This is an optimization exercise on Yosys and OpenROAD, whose aim is small area, a short achievable clock period and few clock cycles, not a production implementation.
The RTL was checked by simulation tests, not by an equivalence proof against the original design.

==> flow/design.v, too long to show whole: its modules and the start of the top module <==
// module fvmc: 1080 lines
module fvmc (
    input  wire        clk,
    input  wire        rst,         
    input  wire        req,         
    input  wire        we,          
    input  wire [5:0]  addr,        
    input  wire [31:0] wdata,
    output wire        ack,         
    output reg  [31:0] rdata,       
    output wire [16:0] mot_yaw,
    output wire [16:0] mot_fwd
);
  // ...
==> flow/run.sh <==
#!/bin/bash
# synth_recipe.tcl (not shown) runs the flow's synth.tcl, then flattens the netlist and writes it again
# the make line also repeats each setting of config.mk as NAME=value (left out here)
make -C /OpenROAD-flow-scripts/flow DESIGN_CONFIG=/design/flow/config.mk WORK_HOME=/design/flow/orfs CLKGATE_MAP_FILE= SYNTH_SCRIPT=/design/flow/synth_recipe.tcl finish
==> flow/config.mk <==
export PLATFORM = sky130hd
export DESIGN_NAME = fvmc
export DESIGN_NICKNAME = fvmc
export VERILOG_FILES = /design/flow/design.v
export SDC_FILE = /design/flow/constraint.sdc
export NUM_CORES = 8
export LEC_CHECK = 0
export CAP_MARGIN = 30
export CORE_MARGIN = 2
export CORE_UTILIZATION = 70
export SETUP_SLACK_MARGIN = 2
export SLEW_MARGIN = 30
==> flow/constraint.sdc <==
create_clock -name core_clock -period 90.0 [get_ports {clk}]
set_input_delay 18.0000 -clock core_clock [delete_from_list [all_inputs] [get_ports {clk}]]
set_output_delay 18.0000 -clock core_clock [all_outputs]
set_load 0.01 [all_outputs]
==> flow_metrics.env, run 1 <==
export IMPL_met1_usage_pct=74.22
export IMPL_die_h_um=368.7
export IMPL_grt_max_degree=175
export IMPL_clock_sinks=1235
export IMPL_io_buffer_count=108
export IMPL_synth_top_family_by_area="compound AO/OA/AOI/OAI gates"
export IMPL_haltStage="5_1_grt"
export IMPL_synthAdderAreaFrac_pct=14.11
export IMPL_tool_error="[ERROR GRT-0116] Global routing finished with congestion. Check the congestion regions in the DRC Viewer."
export IMPL_yosysWarningCount=1
export IMPL_synthMuxAreaShare_pct=5.629
export IMPL_grt_pass1_wl_um=699200
export IMPL_hold_buffers=0
export IMPL_cts_path_max_buffers=3
export IMPL_syn_instance_count=10678
export IMPL_root_buffer="clkbuf_16"
export IMPL_start_util_pct=70.65
export IMPL_syn_nets=11612
export IMPL_post_cts_resized=0
export IMPL_placed_area_mm2=0.09645
export IMPL_ys_flop_type="dfxtp_1"
export IMPL_place_congestion=1.236
export IMPL_yosys_area_share_xor_xnor_pct=5.894
export IMPL_yosys_area_share_simple_pct=17.16
export IMPL_yosysMostFrequentCell="nand2_1"
export IMPL_outcome="stopped before the end"
Testbench counts, summed over its fixed seeds: cycles 162,131.
==> run 2: changes to the inputs <==
--- a/flow/config.mk
+++ b/flow/config.mk
@@ -7,6 +7,6 @@
 export LEC_CHECK = 0
 export CAP_MARGIN = 30
 export CORE_MARGIN = 2
-export CORE_UTILIZATION = 70
+export CORE_UTILIZATION = 45
 export SETUP_SLACK_MARGIN = 2
 export SLEW_MARGIN = 30
==> run 2 against run 1 <==
Against the previous run:
- the run now finishes clean
- synthesized area unchanged
- synthesized cell count stayed put
==> flow_metrics.env, run 2 <==
export IMPL_area_growth_pct=11.11
export IMPL_drc=0
export IMPL_clkSlewWorstSetupHoldPaths_ns=0.06
export IMPL_setup_viol=0
export IMPL_r2r_end="done_cnt[9]"
export IMPL_antenna_found_initial=44
export IMPL_yosys_area_top_type="edfxtp_1"
export IMPL_post_cts_resized=0
export IMPL_worst_pin_slew_ns=1.286
export IMPL_slowest_stage="clkdlybuf4s50_1"
export IMPL_holdCritStartpoint="sk[10]"
export IMPL_maxCapViolCount=0
export IMPL_crit_path_max_fanout=32
export IMPL_detailed_place_hpwl_um=352000
export IMPL_reg2reg_from="sens_ax[27]"
export IMPL_syn_area_mm2=0.09311
export IMPL_yosysTopAreaCellShare_pct=16.22
export IMPL_avgViaCountPerCell=6.476
export IMPL_grt_pass1_vias=81524
export IMPL_grt_max_degree=221
export IMPL_die_area_mm2=0.2106
export IMPL_postCtsSetupRepairBufs=0
export IMPL_clk_latency_ns=0.86
export IMPL_cts_path_max_buffers=3
export IMPL_async_reset_ff_share_pct=0
export IMPL_wl_per_cell_um=33.34
export IMPL_outcome="no timing/DRC/antenna violations"
export IMPL_finalHoldViolations=0
export IMPL_final_cells=13531
export IMPL_largest_register_ffs=160
export IMPL_grt_overflow=0
export IMPL_synthMuxAreaShare_pct=5.629
export IMPL_ant_nets=0
export IMPL_die_width_um=458.9
export IMPL_fin_crit_ns=40.88
export IMPL_rsz0062_at_grt="false"
export IMPL_stdcell_area_mm2=0.1035
export IMPL_slowest_delay_ns=1.03
export IMPL_grt_usage_pct=41.63
export IMPL_yosysWarningCount=1
export IMPL_arrival_ns=22.88
export IMPL_crit_path_end_kind="primary output"
export IMPL_critPathKind="in2out"
export IMPL_finalMaxSlewViolations=0
export IMPL_yosysMostFrequentCell="nand2_1"
export IMPL_hold_buffers=0
export IMPL_synth_seq_cells=1235
export IMPL_nets=11617
export IMPL_drt_iter0_drc=10153
export IMPL_synth_top_family_by_area="compound AO/OA/AOI/OAI gates"
export IMPL_setup_tns_ns=0
export IMPL_yosys_area_share_xor_xnor_pct=5.894
export IMPL_slew_headroom_pct=13.60
export IMPL_fp_row_count=166
export IMPL_cts_tree="built"
export IMPL_holdPathStages=2
export IMPL_ys_seq_area_share_pct=31.96
export IMPL_crit_start="addr[1]"
export IMPL_dp_cells=13221
export IMPL_synth_cell_types=120
export IMPL_place_congestion=1.043
export IMPL_max_freq_mhz=24.46
export IMPL_syn_instance_count=10678
export IMPL_required_ns=72.00
export IMPL_io_pins=109
export IMPL_period_share_pct=45.42
export IMPL_routed_wl_um=451100
export IMPL_synth_area_top_cells="edfxtp_1 16%, dfxtp_1 16%, ha_1 8.5%"
export IMPL_numCtsBuffers=147
export IMPL_die_h_um=458.9
export IMPL_most_common_layout_cells="1126 x nand2_1, 930 x nor2_1, 812 x a21oi_1"
export IMPL_via_count=87623
export IMPL_placed_area_mm2=0.09821
export IMPL_min_to="sk[10]"
export IMPL_avgSynthCellArea_um2=8.720
export IMPL_regToRegSetupSlack_ns=64.62
export IMPL_drive_gt1_share_pct=8.763
export IMPL_hp_class="reg2reg"
export IMPL_root_buffer="clkbuf_16"
export IMPL_yosys_area_share_simple_pct=17.16
export IMPL_synth_edff_count=503
export IMPL_path_cells="clkdlybuf4s50_1 > nand2b_1 > nor2_4 > buf_4 > a22o_1 > a221oi_1 > nand4_1 > a2111oi_1 > buf_4 > o21ai_0 > clkdlybuf4s50_1"
export IMPL_clock_sinks=1235
export IMPL_reg2reg_depth=89
export IMPL_io_buffer_count=108
export IMPL_synthAdderAreaFrac_pct=14.11
export IMPL_start_kind="input port"
export IMPL_finClkSkew_ns=0.06558
export IMPL_synth_commonest_cells="1131 x nand2_1, 969 x nor2_1, 816 x a21oi_1"
export IMPL_start_util_pct=45.38
export IMPL_htreeDepth=4
export IMPL_grt_pass1_wl_um=626500
export IMPL_syn_nets=11612
export IMPL_synth_compound_area_share_pct=20.36
export IMPL_ys_flop_type="dfxtp_1"
export IMPL_coreArea_mm2=0.2052
export IMPL_final_common_cell="nand2_1"
export IMPL_dr_pass1_iters=9
## run 2: cell type report
type | count | area (um2)
antenna | 36 | 90.09
clock buffer | 184 | 3989
clock inverter | 89 | 1079
fill | 19326 | 101800
inverter | 667 | 2504
multi-input combinational | 8237 | 59410
sequential | 1235 | 29770
tap | 2688 | 3363
timing repair buffer | 395 | 3249
## run 2: kinds of logic after synthesis
group | Yosys count
flip-flops | 1235
adder cells (fa/ha/maj) | 897
XOR/XNOR | 621
AO/OA/AOI/OAI | 2882
multiplexers | 411
buffers and inverters | 1206
AND/OR/NAND/NOR | 3426
## run 2: worst max-delay path by stage
stage / to / slack, ns / depth (start not counted)
after global placement: rdata[2] / 49.37 / 11
after detailed placement: rdata[2] / 49.35 / 11
final: rdata[2] / 49.12 / 11
after global routing: rdata[2] / 49.27 / 11
after floorplan: rdata[8] / 52.09 / 9
after CTS: rdata[2] / 49.33 / 11
## run 2: critical path, delay by kind of cell
| family | cells | cell delay, ns |
|---|---|---|
| AOI/OAI and AO/OA | 4 | 1.53 |
| buffers and inverters | 4 | 2.23 |
| and+or+nand+nor | 3 | 1.04 |
## run 2: per-layer routing
layer  up-vias  wire, um  GRT usage [%]  share of wire [%]
li1      38711         -              -                  -
met1     43218    176600          51.81                 39
met2      4557    195600          63.32                 43
met3      1117     39130          8.985                8.7
met4        20     39530          31.13                8.8
met5         -       251         0.5052              0.056
## run 2: through the flow
stage | hold WS (ns) | worst slack, ns | utilization, %
2_1_floorplan | 0.4252 | 52.09 | -
3_3_place_gp | 0.4501 | 49.37 | 47.78
3_5_place_dp | 0.4589 | 49.35 | 47.86
4_1_cts | 0.4659 | 49.33 | 50.33
5_1_grt | 0.4865 | 49.27 | 50.38
6_report | 0.4627 | 49.12 | 50.42
==> run 3: changes to the inputs <==
--- a/flow/config.mk
+++ b/flow/config.mk
@@ -7,6 +7,6 @@
 export LEC_CHECK = 0
 export CAP_MARGIN = 30
 export CORE_MARGIN = 2
-export CORE_UTILIZATION = 45
+export CORE_UTILIZATION = 52
 export SETUP_SLACK_MARGIN = 2
 export SLEW_MARGIN = 30
==> run 3 against run 2 <==
Against the previous run:
- fmax is 0.46% higher
- routed wire length hardly changed
- synthesized area stayed put
- synthesized cell count stayed put
- sequential share of layout area is 0.11 points higher
- critical path type unchanged
- highest routed layer unchanged
==> flow_metrics.env, run 3 <==
export IMPL_period_share_pct=45.21
export IMPL_postCtsSetupRepairBufs=0
export IMPL_numCtsBuffers=142
export IMPL_dp_cells=12876
export IMPL_cts_path_max_buffers=3
export IMPL_hold_buffers=0
export IMPL_finalHoldViolations=0
export IMPL_rsz0062_at_grt="false"
export IMPL_grt_max_degree=202
export IMPL_fillCellCount=15326
export IMPL_grt_pass1_wl_um=626900
export IMPL_synth_cell_types=120
export IMPL_yosys_area_share_xor_xnor_pct=5.894
export IMPL_synth_top_family_by_area="compound AO/OA/AOI/OAI gates"
export IMPL_avgSynthCellArea_um2=8.720
export IMPL_synth_commonest_cells="1131 x nand2_1, 969 x nor2_1, 816 x a21oi_1"
export IMPL_routed_wl_um=450900
export IMPL_die_width_um=427.2
export IMPL_start_util_pct=52.24
export IMPL_most_common_layout_cells="1124 x nand2_1, 932 x nor2_1, 809 x a21oi_1"
export IMPL_crit_path_max_fanout=26
export IMPL_post_route_util_pct=57.83
export IMPL_area_growth_pct=10.69
export IMPL_yosysMostFrequentCell="nand2_1"
export IMPL_ys_flop_type="dfxtp_1"
export IMPL_antenna_found_initial=66
export IMPL_clkSlewWorstSetupHoldPaths_ns=0.06
export IMPL_finalMaxSlewViolations=0
export IMPL_drive_gt1_share_pct=8.607
export IMPL_synth_area_top_cells="edfxtp_1 16%, dfxtp_1 16%, ha_1 8.5%"
export IMPL_maxCapViolCount=0
export IMPL_hold_ws_ns=0.4649
export IMPL_fp_row_count=155
export IMPL_nets=11600
export IMPL_wl_per_cell_um=34.23
export IMPL_stdcell_area_mm2=0.1031
export IMPL_clock_sinks=1235
export IMPL_outcome="no timing/DRC/antenna violations"
export IMPL_root_buffer="clkbuf_16"
export IMPL_avgViaCountPerCell=6.895
export IMPL_grt_overflow=0
export IMPL_synth_edff_count=503
export IMPL_required_ns=72.00
export IMPL_coreArea_mm2=0.1782
export IMPL_syn_instance_count=10678
export IMPL_placed_area_mm2=0.09780
export IMPL_critPathKind="in2out"
export IMPL_worst_pin_slew_ns=1.179
export IMPL_max_freq_mhz=24.57
export IMPL_cts_tree="built"
export IMPL_setup_slack_ns=49.31
export IMPL_final_common_cell="nand2_1"
export IMPL_hp_class="reg2reg"
export IMPL_yosys_area_share_simple_pct=17.16
export IMPL_yosysTopAreaCellShare_pct=16.22
export IMPL_synth_compound_area_share_pct=20.36
export IMPL_finClkSkew_ns=0.07510
export IMPL_setup_viol=0
export IMPL_io_pins=109
export IMPL_synthAdderAreaFrac_pct=14.11
export IMPL_clk_latency_ns=0.88
export IMPL_place_congestion=1.103
export IMPL_slew_headroom_pct=20.83
export IMPL_io_buffer_count=108
export IMPL_fin_crit_ns=40.69
export IMPL_post_cts_resized=0
export IMPL_ant_nets=0
export IMPL_setup_tns_ns=0
export IMPL_largest_register_ffs=160
export IMPL_crit_path_end_kind="primary output"
export IMPL_die_area_mm2=0.1825
export IMPL_arrival_ns=22.69
export IMPL_grt_usage_pct=48.26
export IMPL_final_cells=13173
export IMPL_detailed_place_hpwl_um=347100
export IMPL_yosys_area_top_type="edfxtp_1"
export IMPL_synthMuxAreaShare_pct=5.629
export IMPL_via_count=90824
export IMPL_drt_iter0_drc=13943
export IMPL_async_reset_ff_share_pct=0
export IMPL_dp_slack_ns=49.54
export IMPL_die_h_um=427.2
export IMPL_grt_pass1_vias=84433
export IMPL_ys_seq_area_share_pct=31.96
export IMPL_yosysWarningCount=1
export IMPL_htreeDepth=4
export IMPL_synth_seq_cells=1235
export IMPL_dr_pass1_iters=11
export IMPL_drc=0
export IMPL_syn_area_mm2=0.09311
export IMPL_syn_nets=11612
export IMPL_start_kind="input port"
-- run 3: cell counts after synthesis --
Identical to the previous run, type by type.
-- run 3: critical path, cell delays in order --
cell and delay, ns:
clkdlybuf4s50_1 0.65, nand2b_1 0.69, nor2_2 0.35, buf_4 0.38
a22o_1 0.29, a221oi_1 0.28, nand3_1 0.26, a2111oi_2 0.99
o21ai_0 0.22, clkdlybuf4s50_1 0.54
-- run 3: layout make-up --
cell class                      count  area (um2)  share of cell area [%]
Timing Repair Buffer              383        3166                   3.071
Inverter                          667        2504                   2.429
Antenna cell                       36       90.09                 0.08741
Tap cell                         2355        2947                   2.859
Sequential cell                  1235       29770                   28.88
Multi-Input combinational cell   8237       59500                   57.73
Clock buffer                      180        3849                   3.734
Clock inverter                     80        1245                   1.208
-- run 3: layer usage --
metal	wire, um	global-route usage (%)
met1	166200	60.68
met4	41930	37.10
met5	269	0.5026
met2	185300	69.40
met3	57280	14.18
-- run 3: logic make-up after synthesis --
logic type               count (synthesis)
flip-flops                            1235
AND/OR/NAND/NOR                       3426
AO/OA/AOI/OAI                         2882
adder cells (fa/ha/maj)                897
buffers and inverters                 1206
XOR/XNOR                               621
multiplexers                           411
-- run 3: final timing paths --
check	startpoint	endpoint	slack (ns)	cells after the start
hold reg to reg	sk[7]	sk[7]	0.46	2
setup reg to reg	fsel[0]	zero_cnt[13]	65.34	77
hold / removal	sk[7]	sk[7]	0.46	2
setup / recovery	addr[1]	rdata[25]	49.31	10
==> run 4: changes to the inputs <==
==> flow/flow/run.sh (new file) <==
#!/bin/bash
# Own layout flow: the standard ORFS flow, with the port buffers built from
# sky130_fd_sc_hd__buf_4 cells instead of the resizer's default buffer choice.
# Each tool writes its own logs under orfs/logs; the driver's output goes to standard.log.
set -o pipefail
export BUFFER_PORTS_ARGS="-buffer_cell sky130_fd_sc_hd__buf_4"
bash standard.sh > standard.log 2>&1
==> flow/standard.sh (new file) <==
#!/bin/bash
# synth_recipe.tcl (not shown) runs the flow's synth.tcl, then flattens the netlist and writes it again
# the make line also repeats each setting of config.mk as NAME=value (left out here)
make -C /OpenROAD-flow-scripts/flow DESIGN_CONFIG=/design/flow/config.mk WORK_HOME=/design/flow/orfs CLKGATE_MAP_FILE= SYNTH_SCRIPT=/design/flow/synth_recipe.tcl "${@:-finish}"
--- a/flow/config.mk
+++ b/flow/config.mk
@@ -7,6 +7,6 @@
 export LEC_CHECK = 0
 export CAP_MARGIN = 30
 export CORE_MARGIN = 2
-export CORE_UTILIZATION = 52
+export CORE_UTILIZATION = 45
 export SETUP_SLACK_MARGIN = 2
 export SLEW_MARGIN = 30
removed: flow/run.sh
==> run 4 against run 3 <==
Against the previous run:
- core utilization is 7.7 points lower
- count of clock-buffer cells in the layout grew 15
- clock skew grew 0.0062 ns
- non-clock buffer count fell by 16
- highest routed layer unchanged
- synthesized cell count stayed put
- sequential share of layout area rose by 0.063 points
- critical path type unchanged
- critical endpoint is now rdata[0]
- largest cell class unchanged
==> flow_metrics.env, run 4 <==
export IMPL_via_count=87726
export IMPL_antenna_found_initial=50
export IMPL_crit_path_max_fanout=22
export IMPL_io_buffer_count=108
export IMPL_avgViaCountPerCell=6.497
export IMPL_crit_top_cell="buf_4"
export IMPL_slowest_stage="nand2_1"
export IMPL_nets=11589
export IMPL_finalMaxSlewViolations=0
export IMPL_post_route_util_pct=50.12
export IMPL_grt_pass1_vias=81760
export IMPL_start_util_pct=45.38
export IMPL_synth_commonest_cells="1131 x nand2_1, 969 x nor2_1, 816 x a21oi_1"
export IMPL_worst_pin_slew_ns=1.184
export IMPL_synth_edff_count=503
export IMPL_cts_path_max_buffers=3
export IMPL_setup_viol=0
export IMPL_drc=0
export IMPL_critPathBufInv=4
export IMPL_finClkSkew_ns=0.08131
export IMPL_cts_tree="built"
export IMPL_start_kind="input port"
export IMPL_largest_register_ffs=160
export IMPL_synth_seq_cells=1235
export IMPL_arrival_ns=21.83
export IMPL_final_common_cell="nand2_1"
export IMPL_syn_instance_count=10678
export IMPL_grt_pass1_wl_um=629500
export IMPL_critPathKind="in2out"
export IMPL_area_growth_pct=10.46
export IMPL_io_pins=109
export IMPL_routed_wl_um=455300
export IMPL_clk_latency_ns=0.87
export IMPL_die_width_um=458.9
export IMPL_ff_latch_area_mm2=0.02977
export IMPL_drt_iter0_drc=10679
export IMPL_crit_family="simple AND/OR/NAND/NOR gates"
export IMPL_setup_tns_ns=0
export IMPL_dr_pass1_iters=9
export IMPL_syn_nets=11612
export IMPL_drive_gt1_share_pct=9.279
export IMPL_rsz0062_at_grt="false"
export IMPL_crit_path_end_kind="primary output"
export IMPL_max_freq_mhz=25.11
export IMPL_coreArea_mm2=0.2052
export IMPL_grt_usage_pct=42.00
export IMPL_slew_headroom_pct=20.23
export IMPL_yosysMostFrequentCell="nand2_1"
export IMPL_detailed_place_hpwl_um=357100
export IMPL_most_common_layout_cells="1126 x nand2_1, 933 x nor2_1, 811 x a21oi_1"
export IMPL_multi_input_area_mm2=0.05942
export IMPL_post_cts_resized=0
export IMPL_hp_class="reg2reg"
export IMPL_slowest_delay_ns=0.66
export IMPL_finalHoldViolations=0
export IMPL_outcome="no timing/DRC/antenna violations"
export IMPL_path_cells="buf_4 > inv_1 > nor2_1 > nand2_1 > nor2_2 > buf_4 > a221oi_1 > nand4_1 > nor3_1 > o21ai_0 > buf_4"
export IMPL_syn_area_mm2=0.09311
export IMPL_numCtsBuffers=147
export IMPL_root_buffer="clkbuf_16"
export IMPL_yosys_area_top_type="edfxtp_1"
export IMPL_ys_flop_type="dfxtp_1"
export IMPL_synth_area_top_cells="edfxtp_1 16%, dfxtp_1 16%, ha_1 8.5%"
export IMPL_ys_seq_area_share_pct=31.96
export IMPL_wl_per_cell_um=33.72
export IMPL_place_congestion=1.081
export IMPL_clock_sinks=1235
export IMPL_fillCellCount=19260
export IMPL_clkSlewWorstSetupHoldPaths_ns=0.05
export IMPL_period_share_pct=44.25
export IMPL_fin_crit_ns=39.83
export IMPL_required_ns=72.00
export IMPL_yosysWarningCount=1
export IMPL_ant_nets=0
export IMPL_avgSynthCellArea_um2=8.720
export IMPL_synth_cell_types=120
export IMPL_async_reset_ff_share_pct=0
export IMPL_hold_buffers=0
export IMPL_fp_row_count=166
export IMPL_grt_overflow=0
export IMPL_postCtsSetupRepairBufs=0
export IMPL_die_h_um=458.9
export IMPL_grt_max_degree=119
export IMPL_htreeDepth=4
export IMPL_maxCapViolCount=0
export IMPL_die_area_mm2=0.2106
export IMPL_yosysTopAreaCellShare_pct=16.22
## run 4: through the flow
| step | instances | worst slack (ns) | area [um2] | hold WS, ns |
|---|---|---|---|---|
| 2_1_floorplan | 10678 | 52.09 | 93110 | 0.4252 |
| 6_report | 13503 | 50.17 | 102900 | 0.4660 |
| 3_3_place_gp | 13185 | 50.35 | 97570 | 0.4523 |
| 3_5_place_dp | 13194 | 50.38 | 97740 | 0.4595 |
| 5_1_grt | 13469 | 50.36 | 102800 | 0.4915 |
| 4_1_cts | 13465 | 50.36 | 102700 | 0.4680 |
## run 4: final timing paths
kind	startpoint	endpoint	slack [ns]	cells after the start
hold / removal	sk[10]	sk[10]	0.47	2
hold reg to reg	sk[10]	sk[10]	0.47	2
setup / recovery	addr[4]	rdata[0]	50.17	11
setup reg to reg	sens_ax[9]	zero_cnt[19]	64.88	90
## run 4: area by class of cell
class                   count  area share [%]
diodes                     38         0.09245
clock buffers             195           3.830
clock inverters            76          0.9769
inverters                 667           2.434
multi-input cells        8237           57.77
flip-flops and latches   1235           28.94
well taps                2688           3.270
repair buffers            367           2.679
## run 4: cell families (layout without fill, tap and decap cells)
group	Yosys count	in the layout	share of synthesized area [%]
compound gates	2882	2882	20.36
xor+xnor	621	621	5.894
fa+ha+maj	897	897	14.11
buf+inv	1206	1305	4.883
flops	1235	1235	31.96
mux	411	411	5.629
other cells	0	38	0
simple gates	3426	3426	17.16
## run 4: per-layer routing
layer | share of wire [%] | track usage [%]
met5 | 0.026 | 0
met4 | 8.8 | 32.21
met3 | 8.4 | 8.808
met2 | 44 | 63.98
met1 | 39 | 52.08
## run 4: worst min-delay path: stages, from the launching register on
cell and delay [ns]:
dfxtp_1 0.32, nand2_1 0.05, a21oi_1 0.05

## static timing again, ports no longer ideal
In the flow no input, the clock included, has a driving cell. The finished layouts below were timed again as built, in two steps. Step 1: set_driving_cell puts a clkbuf_16 on clk and a buf_2 on each other input, an assumption about the parent block. Step 2 moves the port delays by t, midway between the first and last clock arrival at a register: inputs arrive t later, outputs are due t later. That takes back most of the time a late clock gives input paths. a / b / c = no drivers / after step 1 / after step 2; a / b = the first two.
run	t, ns	setup WS [ns]	worst setup path after step 2
run 2	0.923	49.119 / 49.087 / 49.087	input to output
run 3	0.932	49.307 / 49.160 / 49.160	input to output
run 4	0.923	50.172 / 50.115 / 50.115	input to output
After both steps every run listed still meets setup and hold. For run 3, which loses most, drivers alone change the setup slack by -0.147 ns; drivers and shift together by -0.147 ns.
